Background: an optimization exercise with open tools, aiming at small area. Do not read the settings as production practice.
The RTL of this run was laid out without a check of its function.
Power and IR drop assume default switching activity.

## flow/design.v

```verilog
module swd_sync #(
    parameter STAGES = 2
) (
    input  wire clk,
    input  wire rst_n,
    input  wire d,
    output wire q
);
    reg [STAGES-1:0] s;
    always @(posedge clk or negedge rst_n) begin
        if (!rst_n)
            s <= {STAGES{1'b1}};
        else
            s <= {s[STAGES-2:0], d};
    end
    assign q = s[STAGES-1];
endmodule
module swd_block #(
    parameter        CNT_W    = 32,
    parameter [31:0] T_STAB   = 32'd1000,
    parameter [31:0] T_START  = 32'd18000,
    parameter [31:0] T_REL    = 32'd40,
    parameter [31:0] T_TO     = 32'd2000,
    parameter [31:0] T_SETTLE = 32'd30,
    parameter [31:0] T_DEB    = 32'd50000
) (
    input  wire       clk,
    input  wire       rst_n,
    input  wire       tick,
    input  wire       bus_en,
    input  wire       bus_we,
    input  wire [2:0] bus_addr,
    input  wire [7:0] bus_wdata,
    output reg  [7:0] bus_rdata,
    output wire       dq_oe,
    output wire       dq_o,
    input  wire       dq_i,
    input  wire       btn_i,
    output wire       irq_o,
    output wire [1:0] page_o,
    output wire [7:0] hum_o,
    output wire [7:0] temp_o,
    output wire       valid_o,
    output wire       busy_o
);
    localparam [3:0] PH_NONE       = 4'd0,
                     PH_STAB       = 4'd1,
                     PH_START_LOW  = 4'd2,
                     PH_REL_HIGH   = 4'd3,
                     PH_ACK1       = 4'd4,
                     PH_ACK2       = 4'd5,
                     PH_ACK3       = 4'd6,
                     PH_BIT_WH     = 4'd7,
                     PH_BIT_SETTLE = 4'd8,
                     PH_BIT_WL     = 4'd9,
                     PH_DEB_SAMPLE = 4'd10,
                     PH_DEB_WAIT   = 4'd11;
    localparam [1:0] ERR_NONE     = 2'b00,
                     ERR_TIMEOUT  = 2'b01,
                     ERR_CHECKSUM = 2'b10;
    localparam [7:0] CMD_READ_FRAME  = 8'h01,
                     CMD_POLL_BUTTON = 8'h02;
    localparam [2:0] A_CMD    = 3'd0,
                     A_STATUS = 3'd1,
                     A_HUM    = 3'd2,
                     A_TEMP   = 3'd3,
                     A_PAGE   = 3'd4;
    wire dq_s;
    wire btn_s;
    swd_sync #(.STAGES(2)) u_sync_dq  (.clk(clk), .rst_n(rst_n), .d(dq_i),  .q(dq_s));
    swd_sync #(.STAGES(2)) u_sync_btn (.clk(clk), .rst_n(rst_n), .d(btn_i), .q(btn_s));
    reg [3:0]       phase;
    reg [CNT_W-1:0] cnt;
    reg [5:0]       bitn;
    reg [39:0]      shreg;
    reg             dq_oe_r;
    reg             dq_o_r;
    reg [7:0]       frame_hum;
    reg [7:0]       frame_temp;
    reg             frame_valid;
    reg [1:0]       err;
    reg             done;
    reg             pressed;
    reg             rej;
    reg             last_level;
    reg [1:0]       page;
    wire busy = (phase != PH_NONE);
    reg [CNT_W-1:0] limit;
    always @(*) begin
        case (phase)
            PH_STAB:       limit = T_STAB[CNT_W-1:0];
            PH_START_LOW:  limit = T_START[CNT_W-1:0];
            PH_REL_HIGH:   limit = T_REL[CNT_W-1:0];
            PH_BIT_SETTLE: limit = T_SETTLE[CNT_W-1:0];
            PH_DEB_WAIT:   limit = T_DEB[CNT_W-1:0];
            default:       limit = T_TO[CNT_W-1:0];
        endcase
    end
    wire [CNT_W-1:0] cnt_inc  = cnt + 1'b1;
    wire             cnt_last = (cnt_inc >= limit);
    reg wait_level;
    always @(*) begin
        case (phase)
            PH_ACK2, PH_BIT_WH: wait_level = 1'b0;
            default:            wait_level = 1'b1;
        endcase
    end
    wire [7:0] b0 = shreg[39:32];
    wire [7:0] b1 = shreg[31:24];
    wire [7:0] b2 = shreg[23:16];
    wire [7:0] b3 = shreg[15:8];
    wire [7:0] b4 = shreg[7:0];
    wire [7:0] sum = b0 + b1 + b2 + b3;
    wire       sum_ok = (sum == b4);
    wire cmd_wr   = bus_en & bus_we & (bus_addr == A_CMD);
    wire cmd_code = (bus_wdata == CMD_READ_FRAME) | (bus_wdata == CMD_POLL_BUTTON);
    wire accept   = cmd_wr & cmd_code & ~busy;
    wire reject   = cmd_wr & ~accept;
    always @(posedge clk or negedge rst_n) begin
        if (!rst_n) begin
            phase       <= PH_NONE;
            cnt         <= {CNT_W{1'b0}};
            bitn        <= 6'd0;
            shreg       <= 40'd0;
            dq_oe_r     <= 1'b0;
            dq_o_r      <= 1'b1;
            frame_hum   <= 8'h00;
            frame_temp  <= 8'h00;
            frame_valid <= 1'b0;
            err         <= ERR_NONE;
            done        <= 1'b0;
            pressed     <= 1'b0;
            rej         <= 1'b0;
            last_level  <= 1'b0;
            page        <= 2'b00;
        end else begin
            if (accept) begin
                done <= 1'b0;
                rej  <= 1'b0;
                cnt  <= {CNT_W{1'b0}};
                if (bus_wdata == CMD_READ_FRAME) begin
                    phase   <= PH_STAB;
                    bitn    <= 6'd0;
                    shreg   <= 40'd0;
                    err     <= ERR_NONE;
                    dq_oe_r <= 1'b1;
                    dq_o_r  <= 1'b1;
                end else begin
                    phase   <= PH_DEB_SAMPLE;
                    pressed <= 1'b0;
                end
            end else if (reject) begin
                rej <= 1'b1;
            end
            if (tick && busy) begin
                case (phase)
                    PH_STAB: begin
                        if (cnt_last) begin
                            dq_o_r <= 1'b0;
                            phase  <= PH_START_LOW;
                            cnt    <= {CNT_W{1'b0}};
                        end else begin
                            cnt <= cnt_inc;
                        end
                    end
                    PH_START_LOW: begin
                        if (cnt_last) begin
                            dq_o_r <= 1'b1;
                            phase  <= PH_REL_HIGH;
                            cnt    <= {CNT_W{1'b0}};
                        end else begin
                            cnt <= cnt_inc;
                        end
                    end
                    PH_REL_HIGH: begin
                        if (cnt_last) begin
                            dq_oe_r <= 1'b0;
                            phase   <= PH_ACK1;
                            cnt     <= {CNT_W{1'b0}};
                        end else begin
                            cnt <= cnt_inc;
                        end
                    end
                    PH_ACK1, PH_ACK2, PH_ACK3, PH_BIT_WH, PH_BIT_WL: begin
                        if (dq_s != wait_level) begin
                            cnt <= {CNT_W{1'b0}};
                            case (phase)
                                PH_ACK1:   phase <= PH_ACK2;
                                PH_ACK2:   phase <= PH_ACK3;
                                PH_ACK3:   phase <= PH_BIT_WH;
                                PH_BIT_WH: phase <= PH_BIT_SETTLE;
                                default: begin  
                                    if (bitn == 6'd40) begin
                                        phase   <= PH_NONE;
                                        done    <= 1'b1;
                                        dq_oe_r <= 1'b0;
                                        if (sum_ok) begin
                                            frame_hum   <= b0;
                                            frame_temp  <= b2;
                                            frame_valid <= 1'b1;
                                            err         <= ERR_NONE;
                                        end else begin
                                            err <= ERR_CHECKSUM;
                                        end
                                    end else begin
                                        phase <= PH_BIT_WH;
                                    end
                                end
                            endcase
                        end else if (cnt_last) begin
                            phase   <= PH_NONE;
                            cnt     <= {CNT_W{1'b0}};
                            err     <= ERR_TIMEOUT;
                            done    <= 1'b1;
                            dq_oe_r <= 1'b0;
                        end else begin
                            cnt <= cnt_inc;
                        end
                    end
                    PH_BIT_SETTLE: begin
                        if (cnt_last) begin
                            shreg <= {shreg[38:0], dq_s};
                            bitn  <= bitn + 6'd1;
                            phase <= PH_BIT_WL;
                            cnt   <= {CNT_W{1'b0}};
                        end else begin
                            cnt <= cnt_inc;
                        end
                    end
                    PH_DEB_SAMPLE: begin
                        cnt <= {CNT_W{1'b0}};
                        if (btn_s) begin
                            last_level <= 1'b0;
                            phase      <= PH_NONE;
                            pressed    <= 1'b0;
                            done       <= 1'b1;
                        end else if (last_level) begin
                            phase   <= PH_NONE;
                            pressed <= 1'b0;
                            done    <= 1'b1;
                        end else begin
                            phase <= PH_DEB_WAIT;
                        end
                    end
                    PH_DEB_WAIT: begin
                        if (cnt_last) begin
                            phase <= PH_NONE;
                            cnt   <= {CNT_W{1'b0}};
                            done  <= 1'b1;
                            if (!btn_s) begin
                                last_level <= 1'b1;
                                page       <= page + 2'd1;
                                pressed    <= 1'b1;
                            end else begin
                                pressed <= 1'b0;
                            end
                        end else begin
                            cnt <= cnt_inc;
                        end
                    end
                    default: begin
                        phase <= PH_NONE;
                        cnt   <= {CNT_W{1'b0}};
                    end
                endcase
            end
        end
    end
    always @(*) begin
        case (bus_addr)
            A_STATUS: bus_rdata = {1'b0, rej, pressed, frame_valid, err, done, busy};
            A_HUM:    bus_rdata = frame_hum;
            A_TEMP:   bus_rdata = frame_temp;
            A_PAGE:   bus_rdata = {5'b00000, last_level, page};
            default:  bus_rdata = 8'h00;
        endcase
    end
    assign dq_oe   = dq_oe_r;
    assign dq_o    = dq_o_r;
    assign irq_o   = done;
    assign page_o  = page;
    assign hum_o   = frame_hum;
    assign temp_o  = frame_temp;
    assign valid_o = frame_valid;
    assign busy_o  = busy;
endmodule
```

## flow/run.sh

```bash
#!/bin/bash
# synth_recipe.tcl (not shown) runs the flow's synth.tcl, then flattens the netlist and writes it again
# the make line also repeats each setting of config.mk as NAME=value (left out here)
make -C /OpenROAD-flow-scripts/flow DESIGN_CONFIG=/design/flow/config.mk WORK_HOME=/design/flow/orfs CLKGATE_MAP_FILE= SYNTH_SCRIPT=/design/flow/synth_recipe.tcl finish
```

## flow/config.mk

```make
export PLATFORM = sky130hd
export DESIGN_NAME = swd_block
export DESIGN_NICKNAME = swd_block
export VERILOG_FILES = /design/flow/design.v
export SDC_FILE = /design/flow/constraint.sdc
export NUM_CORES = 4
export LEC_CHECK = 0
export CAP_MARGIN = 20
export CORE_MARGIN = 2
export CORE_UTILIZATION = 40
export PLACE_DENSITY = 0.6
export SLEW_MARGIN = 20
```

## flow/constraint.sdc

```tcl
create_clock -name core_clock -period 10.0 [get_ports {clk}]
set_input_delay 2.0000 -clock core_clock [delete_from_list [all_inputs] [get_ports {clk}]]
set_output_delay 2.0000 -clock core_clock [all_outputs]
set_load 0.01 [all_outputs]
```

==> results.txt <==
Post-DP HPWL: 12.1 mm
TNS Setup: 0 ns
Syn Area/Cell: 9.32 um^2
Number of detailed-route iterations in the first pass: 6
Hold Path Origin: u_sync_dq.s[0]$_DFF_PN1_
Vias per cell: 5.50
RSZ-0062 raised after global routing: false
CP max FO: 12
Ys flop type: dfrtp_1
# nets final: 835
R2R cell count: 17
Post-synthesis net count: 803
Grt ovf: 0
I/O pins: 49
RR Startpoint: phase[2]$_DFF_PN0_
Number of global-route vias before repair: 5481
Fmax: 0.169 GHz
Maximum vdd drop: 0.120 mV
Clk buf depth: 2
Largest net degree at the start of global routing: 63
Worst endpoint required time: 8.00 ns
Logic gate share of total power: 0.054
Hold crit path type: flop to flop
Setup Skew: 0.0146 ns
R2R Setup Slk: 5.38 ns
Slew margin rel.: 0.399
Max-slew violations: 0
Synthesized flop and latch total: 113
Reg2reg end: shreg[14]$_DFF_PN0_
CTS-repair resized insts: 0
Final hold vios: 0
Flop pwr share: 0.435
H-Tree Depth: 4
Initial Utilization: 0.406
EDFF count, synth: 0
Die H: 136 um
Power Total: 1080 uW
Layout Area Growth over Synthesis: 17.1%
Post-route ant nets: 0
Core Area: 17200 um^2
Routed wire per std cell: 16.8 um
Max Cap Viol: 0
Worst-path clk slew: 0.06 ns
Die area: 18500 um^2
Clock share of power: 0.511
WHS Endpoint: u_sync_dq.s[1]$_DFF_PN1_
Starting DRC count in detailed routing: 536
P_int: 802 uW
Synth cell types: 62
Drt drc: 0
Power per cell area: 132 nW/um^2
CP startpoint kind: primary input
Ant diodes: 0
Crit path DAT: 3.92 ns
Ys async rst share: 1.00
Std cell rows: 48
First-pass GRT wire length: 28.6 mm
Sink Count: 113
Clock Latency Late Sink: 0.42 ns
TritonCTS clock tree: built
CTS Buf Count: 17
Sw power: 274 uW
Final setup viols: 0
Post-layout min period: 5.92 ns
Port bufs: 48
Share of cells above drive strength 1: 0.0832
Post-Syn Instances: 748
Yosys synthesis warning count: 2
Critical Path Sink Type: primary output
Synth Cell Area: 6970 um^2
Hold Buf Count CTS: 0
Switch share: 0.254
Die Width: 136 um
Vias: 5597
Initial antenna violation count: 0
Number of setup buffers added after CTS: 0
Crit Path Class: primary input to primary output
Worst hold stages: 0
Total GRT Usage: 0.198
Crit share post-route: 0.592
Root Buffer: clkbuf_16
Measured slew at the worst slew-check pin: 0.899 ns
GPL Wtd Cong: 0.876
Status: finished clean
Routed WL: 17.1 mm
LEAKAGE: 0.00351 uW
Post-synthesis sequential area ratio: 0.407
[how the worst max path moves through the flow]
stage / slack (ns) / from / cells after the start / endpoint
global placement: 4.17 / bus_addr[1] / 5 / bus_rdata[5]
CTS: 4.10 / bus_addr[1] / 5 / bus_rdata[1]
floorplan: 5.13 / bus_addr[1] / 4 / bus_rdata[3]
global route: 3.99 / bus_addr[1] / 5 / bus_rdata[1]
finish: 4.08 / bus_addr[1] / 5 / bus_rdata[1]
detailed placement: 4.11 / bus_addr[1] / 5 / bus_rdata[1]
[per-layer routing]
metal / vias to the layer above / wire length (um) / track usage
met5: - / 0 / 0
met4: 0 / 231 / 0.0619
met3: 24 / 768 / 0.0455
met2: 167 / 8010 / 0.311
met1: 2718 / 8090 / 0.273
li1: 2688 / - / -
[state kept, by name (all words and copies together), names as in the netlist, 2 cells and up]
| register | count |
|---|---|
| shreg | 40 |
| cnt | 32 |
| frame_hum | 8 |
| frame_temp | 8 |
| bitn | 6 |
| phase | 4 |
| err | 2 |
| page | 2 |
| u_sync_btn.s | 2 |
| u_sync_dq.s | 2 |
[critical path: stages]
cell and delay [ns]:
clkdlybuf4s50_1 0.74, nor2b_1 0.32, a22oi_1 0.12, o22ai_1 0.16
clkdlybuf4s50_1 0.57
[power groups by stage]
stage          clock network (uW)  logic [uW]  registers, uW
2_1_floorplan                   0        35.4            471
3_3_place_gp                    0        54.7            476
3_5_place_dp                    0        56.3            476
4_1_cts                       563        56.4            468
5_1_grt                       587        63.3            468
6_report                      550        57.6            468
[cell usage after synthesis, drive strengths merged, types with 6 or more instances]
master	n	area share
a211oi	7	0.0075
a21o	8	0.0086
a21oi	21	0.015
a22oi	8	0.0086
a31oi	7	0.0063
a32o	9	0.013
and3	24	0.022
buf	12	0.0090
clkbuf	30	0.016
dfrtp	108	0.39
fa	14	0.040
ha	23	0.041
inv	65	0.035
mux2i	54	0.078
nand2	103	0.055
nand2b	7	0.0063
nand3	22	0.016
nand4	17	0.016
nor2	32	0.017
nor2b	6	0.0054
nor3	9	0.0065
nor4	11	0.012
o211ai	6	0.0065
o21ai	35	0.025
xnor2	28	0.035
xor2	7	0.0088
[cells in the final DEF, fill, tap and decap left out, drive strengths merged, types with 22 or more instances in the layout]
master         count
xnor2             28
and3              24
mux2i             54
nand2            103
o21ai             35
nand3             22
nor2              32
ha                23
clkdlybuf4s50     47
dfrtp            108
inv               69
[cells by family (layout without fill, tap and decap cells)]
kind of cell	count (synthesis)	in the layout	share of synthesized area
simple gates	258	258	0.185
compound gates	139	139	0.137
flops	113	113	0.407
buf+inv	107	152	0.0601
mux	59	59	0.0856
fa+ha+maj	37	37	0.0815
xor+xnor	35	35	0.0440
[final cells by class]
type / instances / area, um^2
fillers: 1654 / 9020
clock buffers: 19 / 433
inverters: 65 / 244
flip-flops and latches: 113 / 2830
multi-input cells: 528 / 3730
well taps: 225 / 282
repair buffers: 55 / 531
clock inverters: 13 / 106
[per-stage QoR]
step / hold slack, ns / utilization / std cells / instance area, um^2 / worst slack [ns]
floorplan: 0.345 / - / 748 / 6970 / 5.13
global placement: 0.346 / 0.443 / 985 / 7610 / 4.17
global route: 0.360 / 0.475 / 1018 / 8160 / 3.99
detailed placement: 0.347 / 0.443 / 985 / 7610 / 4.11
finish: 0.353 / 0.475 / 1018 / 8160 / 4.08
CTS: 0.356 / 0.474 / 1017 / 8150 / 4.10

-- port drivers added, routing unchanged --
The flow's constraints put no driver on any port. The routed layout listed below was extracted and timed again, unchanged, in two steps.
Step 1, drivers: a clkbuf_16 drives clk and a buf_2 each remaining input, both assumed.
Step 2, shift: input delay + t, output delay - t, t = (earliest + latest rising clock arrival at the registers) / 2. This alone moves slack from input paths to output paths.
Slacks: no drivers / after step 1 / after step 2; pairs: no drivers / after step 1.
shift t [ns]: 0.457
slack for setup (ns): 4.084 / 4.062 / 4.062
worst slew at a driven data input, ns: 0.06
After both steps this run still meets setup and hold. The setup slack of this run moves by -0.022 ns with the drivers and by -0.022 ns with both steps.
